Source: an optimization exercise on an open RTL-to-GDS flow (aim: small area). Production flows keep margins and buffers that such runs may drop. Function was checked by simulation only, so behaviour that the tests miss may differ from the original. Power figures rest on the tool's default switching activity, not on a simulated workload.

`run.sh`:
```
#!/bin/bash
# synth_recipe.tcl (not shown) runs the flow's synth.tcl, then flattens the netlist and writes it again
# the make line also repeats each setting of config.mk as NAME=value (left out here)
make -C /OpenROAD-flow-scripts/flow DESIGN_CONFIG=/design/flow/config.mk WORK_HOME=/design/flow/orfs CLKGATE_MAP_FILE= SYNTH_SCRIPT=/design/flow/synth_recipe.tcl finish
```
`config.mk`:
```
export PLATFORM = sky130hd
export DESIGN_NAME = nvj_fd
export DESIGN_NICKNAME = nvj_fd
export VERILOG_FILES = /design/flow/design.v
export SDC_FILE = /design/flow/constraint.sdc
export NUM_CORES = 4
export LEC_CHECK = 0
export CAP_MARGIN = 20
export CORE_MARGIN = 2
export CORE_UTILIZATION = 40
export PLACE_DENSITY = 0.6
export SLEW_MARGIN = 20
```
`constraint.sdc`:
```
create_clock -name core_clock -period 10.0 [get_ports {clk}]
set_input_delay 2.0000 -clock core_clock [delete_from_list [all_inputs] [get_ports {clk}]]
set_output_delay 2.0000 -clock core_clock [all_outputs]
set_load 0.01 [all_outputs]
```
`design.v`:
```
module nvj_frm (
    input  wire        clk,
    input  wire        rst,
    input  wire        cmd_valid,
    input  wire [7:0]  cmd_code,
    input  wire [16:0] cmd_arg,
    output wire        cmd_ready,
    output wire        tx_valid,
    output reg  [7:0]  tx_data,
    input  wire        tx_ready,
    output wire        busy,
    output reg         err_code
);
    localparam [7:0] CODE_RESET      = 8'h0C;
    localparam [7:0] CODE_SET_VOLUME = 8'h06;
    localparam [7:0] CODE_PLAY_TRACK = 8'h03;
    reg        f_busy;
    reg [3:0]  f_idx;
    reg [79:0] f_frame;
    wire signed [16:0] arg = cmd_arg;
    reg  [15:0] param;
    always @(*) begin
        case (cmd_code)
            CODE_SET_VOLUME:
                if (arg < 17'sd0)       param = 16'd0;
                else if (arg > 17'sd30) param = 16'd30;
                else                    param = arg[15:0];
            CODE_PLAY_TRACK:
                if (arg < 17'sd1)       param = 16'd1;
                else                    param = arg[15:0];
            default:                    param = 16'd0;
        endcase
    end
    wire [15:0] sum      = 16'h00FF + 16'h0006 + {8'h00, cmd_code} + 16'h0000
                         + {8'h00, param[15:8]} + {8'h00, param[7:0]};
    wire [15:0] checksum = 16'hFFFF - sum + 16'h0001;
    wire [79:0] frame = {8'h7E, 8'hFF, 8'h06, cmd_code, 8'h00,
                         param[15:8], param[7:0], checksum[15:8], checksum[7:0], 8'hEF};
    wire code_ok = (cmd_code == CODE_RESET) || (cmd_code == CODE_SET_VOLUME) ||
                   (cmd_code == CODE_PLAY_TRACK);
    assign cmd_ready = !f_busy;
    assign tx_valid  = f_busy;
    assign busy      = f_busy;
    always @(*) begin
        if (!f_busy) tx_data = 8'h00;
        else case (f_idx)
            4'd0: tx_data = f_frame[79:72];
            4'd1: tx_data = f_frame[71:64];
            4'd2: tx_data = f_frame[63:56];
            4'd3: tx_data = f_frame[55:48];
            4'd4: tx_data = f_frame[47:40];
            4'd5: tx_data = f_frame[39:32];
            4'd6: tx_data = f_frame[31:24];
            4'd7: tx_data = f_frame[23:16];
            4'd8: tx_data = f_frame[15:8];
            4'd9: tx_data = f_frame[7:0];
            default: tx_data = 8'h00;
        endcase
    end
    always @(posedge clk) begin
        if (rst) begin
            f_busy   <= 1'b0;
            f_idx    <= 4'd0;
            f_frame  <= 80'd0;
            err_code <= 1'b0;
        end else if (f_busy) begin
            if (tx_ready) begin
                if (f_idx == 4'd9) begin
                    f_busy <= 1'b0;
                    f_idx  <= 4'd0;
                end else begin
                    f_idx  <= f_idx + 4'd1;
                end
            end
        end else if (cmd_valid) begin
            if (code_ok) begin
                f_frame <= frame;
                f_idx   <= 4'd0;
                f_busy  <= 1'b1;
            end else begin
                err_code <= 1'b1;
            end
        end
    end
endmodule
module nvj_tpd #(
    parameter ID_MAX_BYTES = 10,
    parameter IDW          = 8 * ID_MAX_BYTES
) (
    input  wire           clk,
    input  wire           rst,
    input  wire           smp_valid,
    input  wire           smp_present,
    input  wire [3:0]     smp_len,
    input  wire [IDW-1:0] smp_id,
    output reg            ev_valid,
    output reg            ev_kind,
    output reg  [3:0]     ev_len,
    output reg  [IDW-1:0] ev_id,
    output wire           present,
    output reg            err_len
);
    localparam EV_ARRIVED = 1'b0;
    localparam EV_REMOVED = 1'b1;
    reg           d_present;
    reg [3:0]     d_len;
    reg [IDW-1:0] d_id;
    reg [IDW-1:0] id_masked;
    integer k;
    always @(*) begin
        for (k = 0; k < ID_MAX_BYTES; k = k + 1)
            id_masked[8*k +: 8] = (k < smp_len) ? smp_id[8*k +: 8] : 8'h00;
    end
    wire len_ok  = (smp_len != 4'd0) && (smp_len <= ID_MAX_BYTES);
    wire same_id = (d_len == smp_len) && (d_id == id_masked);
    assign present = d_present;
    always @(posedge clk) begin
        if (rst) begin
            d_present <= 1'b0;
            d_len     <= 4'd0;
            d_id      <= {IDW{1'b0}};
            ev_valid  <= 1'b0;
            ev_kind   <= 1'b0;
            ev_len    <= 4'd0;
            ev_id     <= {IDW{1'b0}};
            err_len   <= 1'b0;
        end else begin
            ev_valid <= 1'b0;
            ev_kind  <= 1'b0;
            ev_len   <= 4'd0;
            ev_id    <= {IDW{1'b0}};
            if (smp_valid) begin
                if (!smp_present) begin
                    if (d_present) begin
                        ev_valid  <= 1'b1;
                        ev_kind   <= EV_REMOVED;
                        ev_len    <= d_len;
                        ev_id     <= d_id;
                        d_present <= 1'b0;
                        d_len     <= 4'd0;
                        d_id      <= {IDW{1'b0}};
                    end
                end else if (!len_ok) begin
                    err_len <= 1'b1;
                end else if (!d_present || !same_id) begin
                    d_present <= 1'b1;
                    d_len     <= smp_len;
                    d_id      <= id_masked;
                    ev_valid  <= 1'b1;
                    ev_kind   <= EV_ARRIVED;
                    ev_len    <= smp_len;
                    ev_id     <= id_masked;
                end
            end
        end
    end
endmodule
module nvj_fd (
    input  wire        clk,
    input  wire        rst,
    input  wire        cmd_valid,
    input  wire [7:0]  cmd_code,
    input  wire [16:0] cmd_arg,
    output wire        cmd_ready,
    output wire        tx_valid,
    output wire [7:0]  tx_data,
    input  wire        tx_ready,
    input  wire        smp_valid,
    input  wire        smp_present,
    input  wire [3:0]  smp_len,
    input  wire [79:0] smp_id,
    output wire        ev_valid,
    output wire        ev_kind,
    output wire [3:0]  ev_len,
    output wire [79:0] ev_id,
    output wire [3:0]  status
);
    wire f_busy, err_code, d_present, err_len;
    nvj_frm u_frm (
        .clk(clk), .rst(rst),
        .cmd_valid(cmd_valid), .cmd_code(cmd_code), .cmd_arg(cmd_arg),
        .cmd_ready(cmd_ready),
        .tx_valid(tx_valid), .tx_data(tx_data), .tx_ready(tx_ready),
        .busy(f_busy), .err_code(err_code)
    );
    nvj_tpd #(.ID_MAX_BYTES(10)) u_tpd (
        .clk(clk), .rst(rst),
        .smp_valid(smp_valid), .smp_present(smp_present),
        .smp_len(smp_len), .smp_id(smp_id),
        .ev_valid(ev_valid), .ev_kind(ev_kind), .ev_len(ev_len), .ev_id(ev_id),
        .present(d_present), .err_len(err_len)
    );
    assign status = {d_present, f_busy, err_len, err_code};
endmodule
```
==> flow_metrics.env <==
export IMPL_cts_root_buf="clkbuf_16"
export IMPL_nets=1743
export IMPL_fp_coreArea_um2=27600
export IMPL_synth_area_um2=11200
export IMPL_cp_max_fo=22
export IMPL_area_growth_syn_to_layout_pct=29.9
export IMPL_rows=61
export IMPL_period_share=0.699
export IMPL_arrival_ps=7420
export IMPL_cts_hold_buf=0
export IMPL_slew_viol_final=0
export IMPL_p_leak_nw=5.50
export IMPL_max_clock_freq_mhz=143
export IMPL_r2r_end="u_tpd.d_id[24]"
export IMPL_cp_depth=21
export IMPL_rsz0062_at_grt="no"
export IMPL_synth_top_cell_by_area="dfxtp_1"
export IMPL_synthFlopType="dfxtp_1"
export IMPL_drtIter0Drc=1199
export IMPL_crit_path_start="cmd_code[4]"
export IMPL_crit_path_top_delay_cell="or4_1"
export IMPL_worstPathCellList="clkdlybuf4s50_1 -> or4_1 -> nor4_1 -> nand2_1 -> nand2_1 -> and2_1 -> ha_1 -> ha_1 -> inv_1 -> fa_1 -> ha_1 -> inv_1 -> fa_1 -> nor2b_1 -> o21ai_0 -> a21oi_1 -> o21ai_0 -> a21boi_0 -> o21ai_0 -> a2111o_1 -> o311ai_0"
export IMPL_cts_buffers=26
export IMPL_syn_num_nets=1577
export IMPL_design_portCount=215
export IMPL_worstSetupEndpoint="u_frm.f_frame[17]"
export IMPL_timing_setup_tns_ps=0
export IMPL_cts_sinks=219
export IMPL_cpPeakStageDelay_ps=670
export IMPL_grt_use_total=0.245
export IMPL_r2r_start="u_tpd.d_id[78]"
export IMPL_r2r_slack_ps=6500
export IMPL_hold_class="flip-flop to flip-flop"
export IMPL_grt_pass1_wl_um=56300
export IMPL_drc=0
export IMPL_ir_drop_mv=0.139
export IMPL_yosysSeqAreaShare=0.392
export IMPL_required_ps=10430
export IMPL_crit_path_end_kind="flip-flop"
export IMPL_fillCellCount=2709
export IMPL_worstMarginPinSlew_ps=1080
export IMPL_grt_pass1_vias=10200
export IMPL_synth_edf_count=0
export IMPL_stdcell_area_um2=14500
export IMPL_drt_pre_antenna_iters=6
export IMPL_fin_skew_ps=13.2
export IMPL_cp_buffers_inverters=3
export IMPL_powerDensity_nw_per_um2=153
export IMPL_die_h_um=171
export IMPL_synth_top_area_share=0.392
export IMPL_cts_max_level=1
export IMPL_cts_tree="done"
export IMPL_postRouteAntennaNets=0
export IMPL_clk_latency_ps=540
export IMPL_utilization=0.525
export IMPL_clockBufferDepth=3
export IMPL_slew_limit_headroom=0.280
export IMPL_status="complete, no violations"
export IMPL_maxCapViolCount=0
export IMPL_min_period_ps=6990
export IMPL_antenna_found_initial=3
export IMPL_die_x_um=171
export IMPL_gr_total_overflow=0
export IMPL_setup_viol=0
export IMPL_ys_types=72
export IMPL_die_area_um2=29300
export IMPL_place_congestion=0.900
export IMPL_critPathTopFamily="simple AND/OR/NAND/NOR gates"
export IMPL_placed_area_um2=13500
export IMPL_reg2regPathDepth=9
export IMPL_wirelength_um=36800
export IMPL_clk_pin_slew_worst_paths_ps=60
export IMPL_grt_max_degree=83
export IMPL_routed_via_count=11000
export IMPL_postSynthAreaPerCell_um2=7.84
export IMPL_via_per_inst=5.53
export IMPL_start_util=0.404
export IMPL_async_flop_share=0
export IMPL_numPortBuffers=214
export IMPL_routedWlPerCell_um=18.5
export IMPL_cts_resized=0
export IMPL_final_layout_size_suffix_gt1_frac=0.0515
export IMPL_post_cts_buffers=0
export IMPL_synth_area_leaders="dfxtp_1 (39%), nand2_1 (8.3%), o21ai_0 (4.9%), or4_1 (4.4%), nand3_1 (4.0%)"
export IMPL_finalHoldViolCount=0
export IMPL_ys_ff_latch=219
export IMPL_yosysWarnings=2
export IMPL_path_class="input pin to flip-flop"
export IMPL_place_hpwl_um=25400
export IMPL_start_kind="input pin"
export IMPL_synth_cells=1425
==> state kept, by name, indices dropped and copies added (netlist names) <==
signal           cells
u_tpd.d_id          80
u_tpd.ev_id         80
u_frm.f_frame       41
u_frm.f_idx          4
u_tpd.d_len          4
u_tpd.ev_len         4
u_frm.err_code       1
u_frm.f_busy         1
u_tpd.d_present      1
u_tpd.err_len        1
u_tpd.ev_kind        1
u_tpd.ev_valid       1
==> worst min-delay path by stage <==
stage / startpoint / endpoint / slack [ps] / cells past startpoint
after floorplan: u_frm.f_frame[23] / u_frm.f_frame[23] / 420 / 2
after global routing: u_frm.f_frame[35] / u_frm.f_frame[35] / 470 / 2
after global placement: u_tpd.d_id[31] / u_tpd.ev_id[31] / 430 / 2
final: u_frm.err_code / u_frm.err_code / 440 / 2
after CTS: u_tpd.d_id[65] / u_tpd.ev_id[65] / 440 / 2
after detailed placement: u_tpd.d_id[45] / u_tpd.ev_id[45] / 430 / 2
==> cells by family (layout without fill, tap and decap cells) <==
family / Yosys count / after routing / synth area share
buffers and inverters: 208 / 394 / 0.0747
AND/OR/NAND/NOR: 582 / 582 / 0.263
other: 0 / 2 / 0
XOR/XNOR: 42 / 42 / 0.0329
adder cells (fa/ha/maj): 37 / 37 / 0.0434
multiplexers: 7 / 7 / 0.00649
AO/OA/AOI/OAI: 330 / 330 / 0.187
flip-flops: 219 / 219 / 0.392
==> where the power goes <==
group          switching [W]  leakage [nW]  total (W)  internal (W)
registers          0.0000143          1.77   0.000906      0.000892
logic               0.000148          3.26   0.000265      0.000117
clock network       0.000398         0.463    0.00105      0.000654
==> metal layers <==
layer | share of wire | global-route usage | up-vias
met2 | 0.45 | 0.391 | 434
met5 | 0.00035 | 0 | -
met3 | 0.077 | 0.0414 | 82
met1 | 0.43 | 0.331 | 5127
li1 | - | - | 5375
met4 | 0.035 | 0.0888 | 2
==> final cells by class <==
class,instances,area [um2],share of cell area
Antenna cell,2,5.00,0.000345
Clock buffer,34,742,0.0511
Clock inverter,14,221,0.0153
Inverter,117,439,0.0303
Multi-Input combinational cell,998,6010,0.414
Sequential cell,219,4380,0.302
Tap cell,378,473,0.0326
Timing Repair Buffer,229,2240,0.155
==> worst min-delay path, stage by stage, from the launching register on <==
cell	delay, ps
dfxtp_1	310
inv_1	40
a21oi_1	50
==> placed cells by master (no fill, tap or decap), drive strengths merged, types with 17 or more instances in the layout <==
cell type,count
nor2,65
nor4bb,17
ha,34
nand2,246
inv,116
a31oi,26
buf,17
clkdlybuf4s50,212
clkbuf,34
o21ai,120
dfxtp,219
or4,66
a21oi,66
xnor2,37
nand3,90
==> metrics by stage <==
| stage | setup WS [ps] | power (W) | hold slack (ps) | instances |
|---|---|---|---|---|
| 5_1_grt | 2540 | 0.00230 | 468 | 1990 |
| 3_5_place_dp | 2480 | 0.00119 | 432 | 1941 |
| 6_report | 3010 | 0.00222 | 444 | 1991 |
| 3_3_place_gp | 2610 | 0.00119 | 431 | 1941 |
| 4_1_cts | 3020 | 0.00224 | 445 | 1989 |
| 2_1_floorplan | 3420 | 0.00106 | 420 | 1425 |
==> Yosys cell counts (4+ instances only) <==
cell type and n:
or3_1 14, o21ai_0 110, nand2b_1 13, buf_2 7
a31oi_1 26, o21a_1 4, a2bb2o_1 6, buf_4 10
ha_1 34, and3_1 13, a222oi_1 5, nor4bb_1 17
mux2i_1 5, nand3b_1 4, nor2_1 65, nand2_1 246
o22ai_1 14, a22o_1 10, a22oi_1 4, clkbuf_1 72
and2_1 7, xnor2_1 37, o211ai_1 5, o32ai_1 12
a221oi_1 4, nor4_1 7, nor2b_1 5, nand3_1 90
o21ai_1 10, or4_1 65, a21oi_1 66, dfxtp_1 219
inv_1 116, xor2_1 5, nand4_1 12, nor3_1 12
o32a_1 4, a21o_1 9

what the ideal ports hide:
The flow's constraints put no driver on any port. The routed layout listed below was extracted and timed again, unchanged, in two steps.
Step 1 sets driving cells, clkbuf_16 on the clock port and buf_2 on the other inputs (assumed; they add their load-dependent delay and slew).
Step 2 moves the port delays by t, midway between the first and last clock arrival at a register: inputs arrive t later, outputs are due t later. That takes back most of the time a late clock gives input paths.
a / b / c = no drivers / after step 1 / after step 2; a / b = the first two.
t, ns: 0.584
setup slack, ns: 3.009 / 3.039 / 2.455
worst hold slack (ns): 0.444 / 0.444 / 0.444
latest minus earliest clock arrival (ns): 0.016 / 0.016
pins driven straight from the clock port: 1
After both steps this run still meets setup and hold. For this run, drivers alone change the setup slack by +0.030 ns; drivers and shift together by -0.554 ns.
